Source: an optimization exercise on an open RTL-to-GDS flow (aim: small area). Production flows keep margins and buffers that such runs may drop.
Only simulation tests tie the RTL to the original design; equivalence was not proved.

==> trial 35: inputs <==
==> flow/design.v <==
module aht25_crc8 (
    input  wire [18:0] h,
    input  wire [17:0] t,
    output wire [7:0]  crc
);
    assign crc[0] = ~(h[1] ^ h[3] ^ h[4] ^ h[5] ^ h[11] ^ h[12] ^ h[13] ^ h[14] ^ h[18] ^ t[0] ^ t[3] ^ t[4] ^ t[6] ^ t[9] ^ t[10] ^ t[11] ^ t[14] ^ t[15]);
    assign crc[1] = ~(h[2] ^ h[4] ^ h[5] ^ h[6] ^ h[12] ^ h[13] ^ h[14] ^ h[15] ^ t[1] ^ t[4] ^ t[5] ^ t[7] ^ t[10] ^ t[11] ^ t[12] ^ t[15] ^ t[16]);
    assign crc[2] = ~(h[0] ^ h[3] ^ h[5] ^ h[6] ^ h[7] ^ h[13] ^ h[14] ^ h[15] ^ h[16] ^ t[2] ^ t[5] ^ t[6] ^ t[8] ^ t[11] ^ t[12] ^ t[13] ^ t[16] ^ t[17]);
    assign crc[3] = ~(h[1] ^ h[4] ^ h[6] ^ h[7] ^ h[8] ^ h[14] ^ h[15] ^ h[16] ^ h[17] ^ t[3] ^ t[6] ^ t[7] ^ t[9] ^ t[12] ^ t[13] ^ t[14] ^ t[17]);
    assign crc[4] = h[1] ^ h[2] ^ h[3] ^ h[4] ^ h[7] ^ h[8] ^ h[9] ^ h[11] ^ h[12] ^ h[13] ^ h[14] ^ h[15] ^ h[16] ^ h[17] ^ t[0] ^ t[3] ^ t[6] ^ t[7] ^ t[8] ^ t[9] ^ t[11] ^ t[13];
    assign crc[5] = ~(h[0] ^ h[1] ^ h[2] ^ h[8] ^ h[9] ^ h[10] ^ h[11] ^ h[15] ^ h[16] ^ h[17] ^ t[0] ^ t[1] ^ t[3] ^ t[6] ^ t[7] ^ t[8] ^ t[11] ^ t[12] ^ t[15]);
    assign crc[6] = h[1] ^ h[2] ^ h[3] ^ h[9] ^ h[10] ^ h[11] ^ h[12] ^ h[16] ^ h[17] ^ h[18] ^ t[1] ^ t[2] ^ t[4] ^ t[7] ^ t[8] ^ t[9] ^ t[12] ^ t[13] ^ t[16];
    assign crc[7] = ~(h[0] ^ h[2] ^ h[3] ^ h[4] ^ h[10] ^ h[11] ^ h[12] ^ h[13] ^ h[17] ^ h[18] ^ t[2] ^ t[3] ^ t[5] ^ t[8] ^ t[9] ^ t[10] ^ t[13] ^ t[14] ^ t[17]);
endmodule
module aht25_div25_step (
    input  wire [4:0] r,        
    input  wire       b,        
    output wire       qb,       
    output wire [4:0] ro        
);
    wire [5:0] t = {r, b};
    wire b1 = ~t[0];
    wire b2 = ~t[1] & b1;
    wire b3 = ~t[2] & b2;
    wire b4 = ~t[3] | b3;
    wire b5 = ~t[4] | b4;
    assign qb    = t[5] | ~b5;
    assign ro[0] = t[0] ^ qb;
    assign ro[1] = t[1] ^ (qb & b1);
    assign ro[2] = t[2] ^ (qb & b2);
    assign ro[3] = t[3] ^ (qb & ~b3);
    assign ro[4] = t[4] ^ (qb & ~b4);
endmodule
module aht25_convert (
    input  wire [24:0] x,
    input  wire        c,
    output wire [19:0] q
);
    wire [24:0] y = x + 25'd12 + {24'd0, c};
    wire [4:0]  r [0:20];
    assign r[20] = y[24:20];
    genvar i;
    generate
        for (i = 19; i >= 0; i = i - 1) begin : g_step
            aht25_div25_step u_step (.r(r[i+1]), .b(y[i]), .qb(q[i]), .ro(r[i]));
        end
    endgenerate
endmodule
module aht25_engine (
    input  wire        clk,
    input  wire        rst,             
    input  wire        ev_connect,
    input  wire        ev_read,
    input  wire        ev_write,
    input  wire        ev_disconnect,
    input  wire [6:0]  address,
    input  wire        write_intent,    
    input  wire [7:0]  data,
    input  wire [31:0] hum,             
    input  wire [31:0] temp,            
    output reg         ack,
    output reg  [7:0]  rdata
);
    localparam [7:0] STATUS = 8'h18;
    reg        measuring;
    reg [2:0]  read_index;
    reg [1:0]  write_index;
    reg        prefix_ok;       
    reg [18:0] raw_h;           
    reg [21:0] temp_m;          
    wire [24:0] hum_x  = hum[23] ? {1'b1, hum[22:0], 1'b0} : {2'b01, hum[22:0]};
    wire [24:0] temp_x = {4'b0001, temp_m[21:1]};
    wire [24:0] div_x  = ev_read ? temp_x : hum_x;
    wire        div_c  = ev_read & temp_m[0];
    wire [19:0] div_q;
    aht25_convert u_convert (
        .x (div_x),
        .c (div_c),
        .q (div_q)
    );
    wire [17:0] raw_t = div_q[17:0];
    wire [7:0]  crc;
    aht25_crc8 u_crc (
        .h   (raw_h),
        .t   (raw_t),
        .crc (crc)
    );
    reg [7:0] frame_byte;
    always @(*) begin
        case (read_index)
            3'd1:    frame_byte = {1'b1, raw_h[18:12]};
            3'd2:    frame_byte = raw_h[11:4];
            3'd3:    frame_byte = {raw_h[3:0], 2'b01, raw_t[17:16]};
            3'd4:    frame_byte = raw_t[15:8];
            3'd5:    frame_byte = raw_t[7:0];
            3'd6:    frame_byte = crc;
            default: frame_byte = STATUS;
        endcase
    end
    wire trigger = (write_index == 2'd2) && prefix_ok && (data == 8'h33);
    always @(posedge clk) begin
        ack   <= ev_connect ? (address == 7'h38) : 1'b1;
        rdata <= measuring ? frame_byte : STATUS;
        if (ev_write && trigger) begin
            raw_h  <= div_q[18:0];
            temp_m <= temp[22:1];
        end
        if (rst) begin
            measuring   <= 1'b0;
            read_index  <= 3'd0;
            write_index <= 2'd0;
        end else if (ev_connect) begin
            if (address == 7'h38 && measuring)
                read_index <= 3'd0;
        end else if (ev_read) begin
            if (measuring) begin
                read_index <= read_index + 3'd1;
                if (read_index == 3'd7)
                    measuring <= 1'b0;
            end
        end else if (ev_write) begin
            case (write_index)
                2'd0: begin
                    if (data == 8'hBA) begin
                        measuring <= 1'b0;           
                    end else begin
                        write_index <= 2'd1;
                        prefix_ok   <= (data == 8'h00);
                    end
                end
                2'd1: begin
                    write_index <= 2'd2;
                    prefix_ok   <= prefix_ok & (data == 8'hAC);
                end
                default: begin
                    write_index <= 2'd0;
                    if (trigger)
                        measuring <= 1'b1;
                end
            endcase
        end
    end
endmodule
==> flow/flow/run.sh <==
#!/bin/bash
# Layout flow: the standard flow, with two changes:
#  - synthesis maps the logic with an area-oriented ABC script (flow/area.abc) in place of
#    ORFS's; everything else in synthesis (and so every register) is as synth_recipe.tcl makes it;
#  - the port buffers are sky130_fd_sc_hd__buf_1.
# Each tool's output is in orfs/logs/; make's own output is in flow.log.
set -euo pipefail
W=$(pwd)
cat > "$W/area_synth.tcl" <<TCL
proc abc {args} {
  set i [lsearch -exact \$args -script]
  if {\$i >= 0} { lset args [expr {\$i + 1}] {$W/flow/area.abc} }
  yosys abc {*}\$args
}
source {$W/synth_recipe.tcl}
TCL
sed "s#SYNTH_SCRIPT=[^ ]*#SYNTH_SCRIPT=$W/area_synth.tcl#" "$W/standard.sh" > "$W/area_standard.sh"
bash "$W/area_standard.sh" "BUFFER_PORTS_ARGS=-buffer_cell sky130_fd_sc_hd__buf_1" finish > "$W/flow.log" 2>&1
==> flow/flow/area.abc <==
strash
&get -n
&st
&dch -f
&nf -a -R 1000
&st
&syn2
&dch -f
&nf -a -R 1000
&put
==> flow/standard.sh <==
#!/bin/bash
# synth_recipe.tcl (not shown) runs the flow's synth.tcl, then flattens the netlist and writes it again
# the make line also repeats each setting of config.mk as NAME=value (left out here)
make -C /OpenROAD-flow-scripts/flow DESIGN_CONFIG=/design/flow/config.mk WORK_HOME=/design/flow/orfs CLKGATE_MAP_FILE= SYNTH_SCRIPT=/design/flow/synth_recipe.tcl "${@:-finish}"
==> flow/config.mk <==
export PLATFORM = sky130hd
export DESIGN_NAME = aht25_engine
export DESIGN_NICKNAME = aht25_engine
export VERILOG_FILES = /design/flow/design.v
export SDC_FILE = /design/flow/constraint.sdc
export NUM_CORES = 4
export LEC_CHECK = 0
export ABC_AREA = 1
export CAP_MARGIN = 20
export CORE_MARGIN = 2
export CORE_UTILIZATION = 40
export CTS_BUF_LIST = sky130_fd_sc_hd__clkbuf_4 sky130_fd_sc_hd__clkbuf_8
export CTS_CLUSTER_SIZE = 10
export GPL_TIMING_DRIVEN = 0
export SLEW_MARGIN = 20
==> flow/constraint.sdc <==
create_clock -name core_clock -period 30.0 [get_ports {clk}]
set_input_delay 6.0000 -clock core_clock [delete_from_list [all_inputs] [get_ports {clk}]]
set_output_delay 6.0000 -clock core_clock [all_outputs]
set_load 0.01 [all_outputs]
==> build 24: changes against trial 35 <==
--- a/flow/design.v
+++ b/flow/design.v
@@ -34,12 +34,21 @@
 module aht25_convert (
-    input  wire [24:0] x,
-    input  wire        c,
-    output wire [19:0] q
+    input  wire        sel_h,   
+    input  wire [21:0] hum_s,   
+    input  wire [31:0] temp,
+    output wire [18:0] q
 );
-    wire [24:0] y = x + 25'd12 + {24'd0, c};
-    wire [4:0]  r [0:20];
-    assign r[20] = y[24:20];
+    wire        e133  = hum_s[21];
+    wire [22:0] hum_x = e133 ? {1'b0, hum_s[20:0], 1'b0} : {3'b111, hum_s[19:0]};
+    wire [22:0] tmp_x = {2'b01, temp[22:2]};
+    wire [22:0] x     = sel_h ? hum_x : tmp_x;
+    wire [22:0] k     = sel_h ? 23'h38000C : {19'd0, 3'b110, temp[1]};
+    wire [22:0] y     = x + k;
+    wire [3:0]  r19 = y[22:19];
+    wire        b18 = y[18];
+    assign q[18] = r19[3] & r19[2] & (r19[0] | b18);
+    wire [4:0]  r [0:18];
+    assign r[18] = q[18] ? {3'b000, r19[0] & b18, r19[0] & ~b18} : {r19, b18};
     genvar i;
     generate
-        for (i = 19; i >= 0; i = i - 1) begin : g_step
+        for (i = 17; i >= 0; i = i - 1) begin : g_step
             aht25_div25_step u_step (.r(r[i+1]), .b(y[i]), .qb(q[i]), .ro(r[i]));
@@ -68,15 +77,14 @@
     reg        prefix_ok;       
-    reg [18:0] raw_h;           
-    reg [21:0] temp_m;          
-    wire [24:0] hum_x  = hum[23] ? {1'b1, hum[22:0], 1'b0} : {2'b01, hum[22:0]};
-    wire [24:0] temp_x = {4'b0001, temp_m[21:1]};
-    wire [24:0] div_x  = ev_read ? temp_x : hum_x;
-    wire        div_c  = ev_read & temp_m[0];
-    wire [19:0] div_q;
+    reg        raw_t17;
+    reg [15:0] raw_t_lo;
+    wire [17:0] raw_t = {raw_t17, ~raw_t17, raw_t_lo};
+    reg [21:0] hum_s;           
+    wire [18:0] div_q;
     aht25_convert u_convert (
-        .x (div_x),
-        .c (div_c),
-        .q (div_q)
+        .sel_h (ev_read),
+        .hum_s (hum_s),
+        .temp  (temp),
+        .q     (div_q)
     );
-    wire [17:0] raw_t = div_q[17:0];
+    wire [18:0] raw_h = div_q;          
     wire [7:0]  crc;
@@ -104,4 +112,5 @@
         if (ev_write && trigger) begin
-            raw_h  <= div_q[18:0];
-            temp_m <= temp[22:1];
+            raw_t17  <= div_q[17];
+            raw_t_lo <= div_q[15:0];
+            hum_s <= {hum[23], hum[20:0]};
         end
==> flow/flow/run.sh (replaced) <==
#!/bin/bash
# Layout flow: the standard flow (standard.sh), with these changes:
#  - synthesis maps the logic with area-oriented ABC scripts (flow/abc_*.abc) in place of
#    ORFS's abc_area.script: each is run on the same netlist and the smallest result is kept.
#    Everything else in synthesis, and so every register, is as synth_recipe.tcl makes it.
#  - the port buffers are sky130_fd_sc_hd__buf_1;
#  - (flow/make_args.txt) ADDER_MAP_FILE is empty, so ABC maps the adders too, and CTS uses
#    clkbuf_4/clkbuf_8 without dummy loads;
#  - the make variables listed in flow/make_args.txt are added to the make command.
# Each tool's output is in orfs/logs/ (synthesis: orfs/logs/.../1_2_yosys.log, which also
# lists each script's area); make's own output is in flow.log.
set -euo pipefail
W=$(pwd)
cat > "$W/area_synth.tcl" <<TCL
set ::area_scripts [lsort [glob {$W/flow/abc_*.abc}]]
proc abc {args} {
  set i [lsearch -exact \$args -script]
  set li [lsearch -exact \$args -liberty]
  set lib [lindex \$args [expr {\$li + 1}]]
  design -save area_pre_abc
  set best_area ""
  set best_script ""
  foreach s \$::area_scripts {
    design -load area_pre_abc
    set a \$args
    lset a [expr {\$i + 1}] \$s
    yosys abc {*}\$a
    yosys tee -q -o {$W/abc_stat.txt} stat -liberty \$lib
    set f [open {$W/abc_stat.txt}]
    set txt [read \$f]
    close \$f
    regexp {Chip area for module '[^']*': ([0-9.]+)} \$txt -> area
    puts "area_synth: \$s gives \$area"
    if {\$best_area eq "" || \$area < \$best_area} {
      set best_area \$area
      set best_script \$s
      design -save area_best
    }
  }
  design -load area_best
  puts "area_synth: kept \$best_script (\$best_area)"
}
source {$W/synth_recipe.tcl}
TCL
sed "s#SYNTH_SCRIPT=[^ ]*#SYNTH_SCRIPT=$W/area_synth.tcl#" "$W/standard.sh" > "$W/area_standard.sh"
ARGS=("BUFFER_PORTS_ARGS=-buffer_cell sky130_fd_sc_hd__buf_1")
# further make variables, one per line
if [[ -f "$W/flow/make_args.txt" ]]; then
  while IFS= read -r line; do [[ -n "$line" ]] && ARGS+=("$line"); done < "$W/flow/make_args.txt"
fi
bash "$W/area_standard.sh" "${ARGS[@]}" finish > "$W/flow.log" 2>&1
==> flow/flow/abc_deep3.abc (new file) <==
strash
&get -n
&st
&deepsyn -T 120 -S 3
&dch -f
&nf -R 1000 -D 22000
&put
==> flow/flow/make_args.txt (new file) <==
CTS_ARGS=-sink_clustering_enable -repair_clock_nets -buf_list {sky130_fd_sc_hd__clkbuf_4 sky130_fd_sc_hd__clkbuf_8} -sink_clustering_size 20 -dont_use_dummy_load
ADDER_MAP_FILE=
removed: flow/flow/area.abc
==> build 70: changes against trial 35 <==
--- a/flow/design.v
+++ b/flow/design.v
@@ -34,12 +34,18 @@
 module aht25_convert (
-    input  wire [24:0] x,
-    input  wire        c,
-    output wire [19:0] q
+    input  wire        sel_t,   
+    input  wire [31:0] hum,
+    input  wire [21:0] temp_m,  
+    output wire [18:0] q
 );
-    wire [24:0] y = x + 25'd12 + {24'd0, c};
-    wire [4:0]  r [0:20];
-    assign r[20] = y[24:20];
+    wire        e133  = hum[23];
+    wire [22:0] hum_x = e133 ? {1'b0, hum[20:0], 1'b0} : {3'b111, hum[19:0]};
+    wire [22:0] tmp_x = {2'b01, temp_m[21:1]};
+    wire [22:0] x     = sel_t ? tmp_x : hum_x;
+    wire [22:0] k     = sel_t ? {19'd0, 3'b110, temp_m[0]} : 23'h38000C;
+    wire [22:0] y     = x + k;
+    wire [4:0]  r [0:19];
+    assign r[19] = {1'b0, y[22:19]};
     genvar i;
     generate
-        for (i = 19; i >= 0; i = i - 1) begin : g_step
+        for (i = 18; i >= 0; i = i - 1) begin : g_step
             aht25_div25_step u_step (.r(r[i+1]), .b(y[i]), .qb(q[i]), .ro(r[i]));
@@ -70,13 +76,10 @@
     reg [21:0] temp_m;          
-    wire [24:0] hum_x  = hum[23] ? {1'b1, hum[22:0], 1'b0} : {2'b01, hum[22:0]};
-    wire [24:0] temp_x = {4'b0001, temp_m[21:1]};
-    wire [24:0] div_x  = ev_read ? temp_x : hum_x;
-    wire        div_c  = ev_read & temp_m[0];
-    wire [19:0] div_q;
+    wire [18:0] div_q;
     aht25_convert u_convert (
-        .x (div_x),
-        .c (div_c),
-        .q (div_q)
+        .sel_t  (ev_read),
+        .hum    (hum),
+        .temp_m (temp_m),
+        .q      (div_q)
     );
-    wire [17:0] raw_t = div_q[17:0];
+    wire [17:0] raw_t = div_q[17:0];    
     wire [7:0]  crc;
@@ -104,3 +107,3 @@
         if (ev_write && trigger) begin
-            raw_h  <= div_q[18:0];
+            raw_h  <= div_q;
             temp_m <= temp[22:1];
==> flow/flow/run.sh (replaced) <==
#!/bin/bash
# Layout flow: the standard flow (standard.sh), with two changes:
#  - synthesis maps the logic with area-oriented ABC scripts (flow/abc_*.abc) in place of
#    ORFS's abc_area.script: each is run on the same netlist and the smallest result is kept.
#    Everything else in synthesis, and so every register, is as synth_recipe.tcl makes it.
#  - the port buffers are sky130_fd_sc_hd__buf_1.
# Each tool's output is in orfs/logs/ (synthesis: orfs/logs/.../1_2_yosys.log, which also
# lists each script's area); make's own output is in flow.log.
set -euo pipefail
W=$(pwd)
cat > "$W/area_synth.tcl" <<TCL
set ::area_scripts [lsort [glob {$W/flow/abc_*.abc}]]
proc abc {args} {
  set i [lsearch -exact \$args -script]
  set li [lsearch -exact \$args -liberty]
  set lib [lindex \$args [expr {\$li + 1}]]
  design -save area_pre_abc
  set best_area ""
  set best_script ""
  foreach s \$::area_scripts {
    design -load area_pre_abc
    set a \$args
    lset a [expr {\$i + 1}] \$s
    yosys abc {*}\$a
    yosys tee -q -o {$W/abc_stat.txt} stat -liberty \$lib
    set f [open {$W/abc_stat.txt}]
    set txt [read \$f]
    close \$f
    regexp {Chip area for module '[^']*': ([0-9.]+)} \$txt -> area
    puts "area_synth: \$s gives \$area"
    if {\$best_area eq "" || \$area < \$best_area} {
      set best_area \$area
      set best_script \$s
      design -save area_best
    }
  }
  design -load area_best
  puts "area_synth: kept \$best_script (\$best_area)"
}
source {$W/synth_recipe.tcl}
TCL
sed "s#SYNTH_SCRIPT=[^ ]*#SYNTH_SCRIPT=$W/area_synth.tcl#" "$W/standard.sh" > "$W/area_standard.sh"
bash "$W/area_standard.sh" "BUFFER_PORTS_ARGS=-buffer_cell sky130_fd_sc_hd__buf_1" finish > "$W/flow.log" 2>&1
==> flow/flow/abc_deep1.abc (new file) <==
strash
&get -n
&st
&deepsyn -T 60 -S 2
&dch -f
&nf -a -R 1000
&put
==> flow/flow/abc_deep2.abc (new file) <==
strash
&get -n
&st
&deepsyn -T 120
&dch -f
&nf -a -R 1000
&put
==> flow/flow/abc_fast.abc (new file) <==
strash
&get -n
&st
&dch -f
&nf -a -R 1000
&st
&syn2
&dch -f
&nf -a -R 1000
&put
- GPL_TIMING_DRIVEN: 0 -> unset
removed: flow/flow/area.abc
==> run notes <==
Of build 24 and build 70, build 70 has the higher wire length (gap about 0.6%, measured against build 70). First-iteration DRC count: build 70 is lower than trial 35 (about 22%). Via count, highest first: trial 35, build 70, build 24. Clock skew: trial 35 < build 70 < build 24. Sequential cell count: build 24 is lower than build 70 (2). The highest hold slack belongs to build 24, the lowest to build 70.

## port drivers added, routing unchanged
The results above use ideal ports. As a check the final layouts listed here were re-extracted and re-timed, cells and wires unchanged. Step 1 sets driving cells, clkbuf_16 on the clock port and buf_2 on the other inputs (assumed; they add their load-dependent delay and slew). Step 2, shift: input delay + t, output delay - t, t = (earliest + latest rising clock arrival at the registers) / 2. This alone moves slack from input paths to output paths. a / b / c = no drivers / after step 1 / after step 2; a / b = the first two.
run	t (ns)	setup slack, ns	clock arrival spread, ns	slew at the worst register clock pin (ns)	worst data-port slew with drivers (ns)
trial 35	0.394	1.997 / 2.009 / 1.615	0.010 / 0.010	0.07 / 0.07	0.03
build 24	0.342	1.944 / 1.944 / 1.602	0.025 / 0.024	0.11 / 0.11	0.04
build 70	0.394	2.250 / 2.261 / 1.868	0.011 / 0.011	0.07 / 0.07	0.03
After both steps every run listed still meets setup and hold.
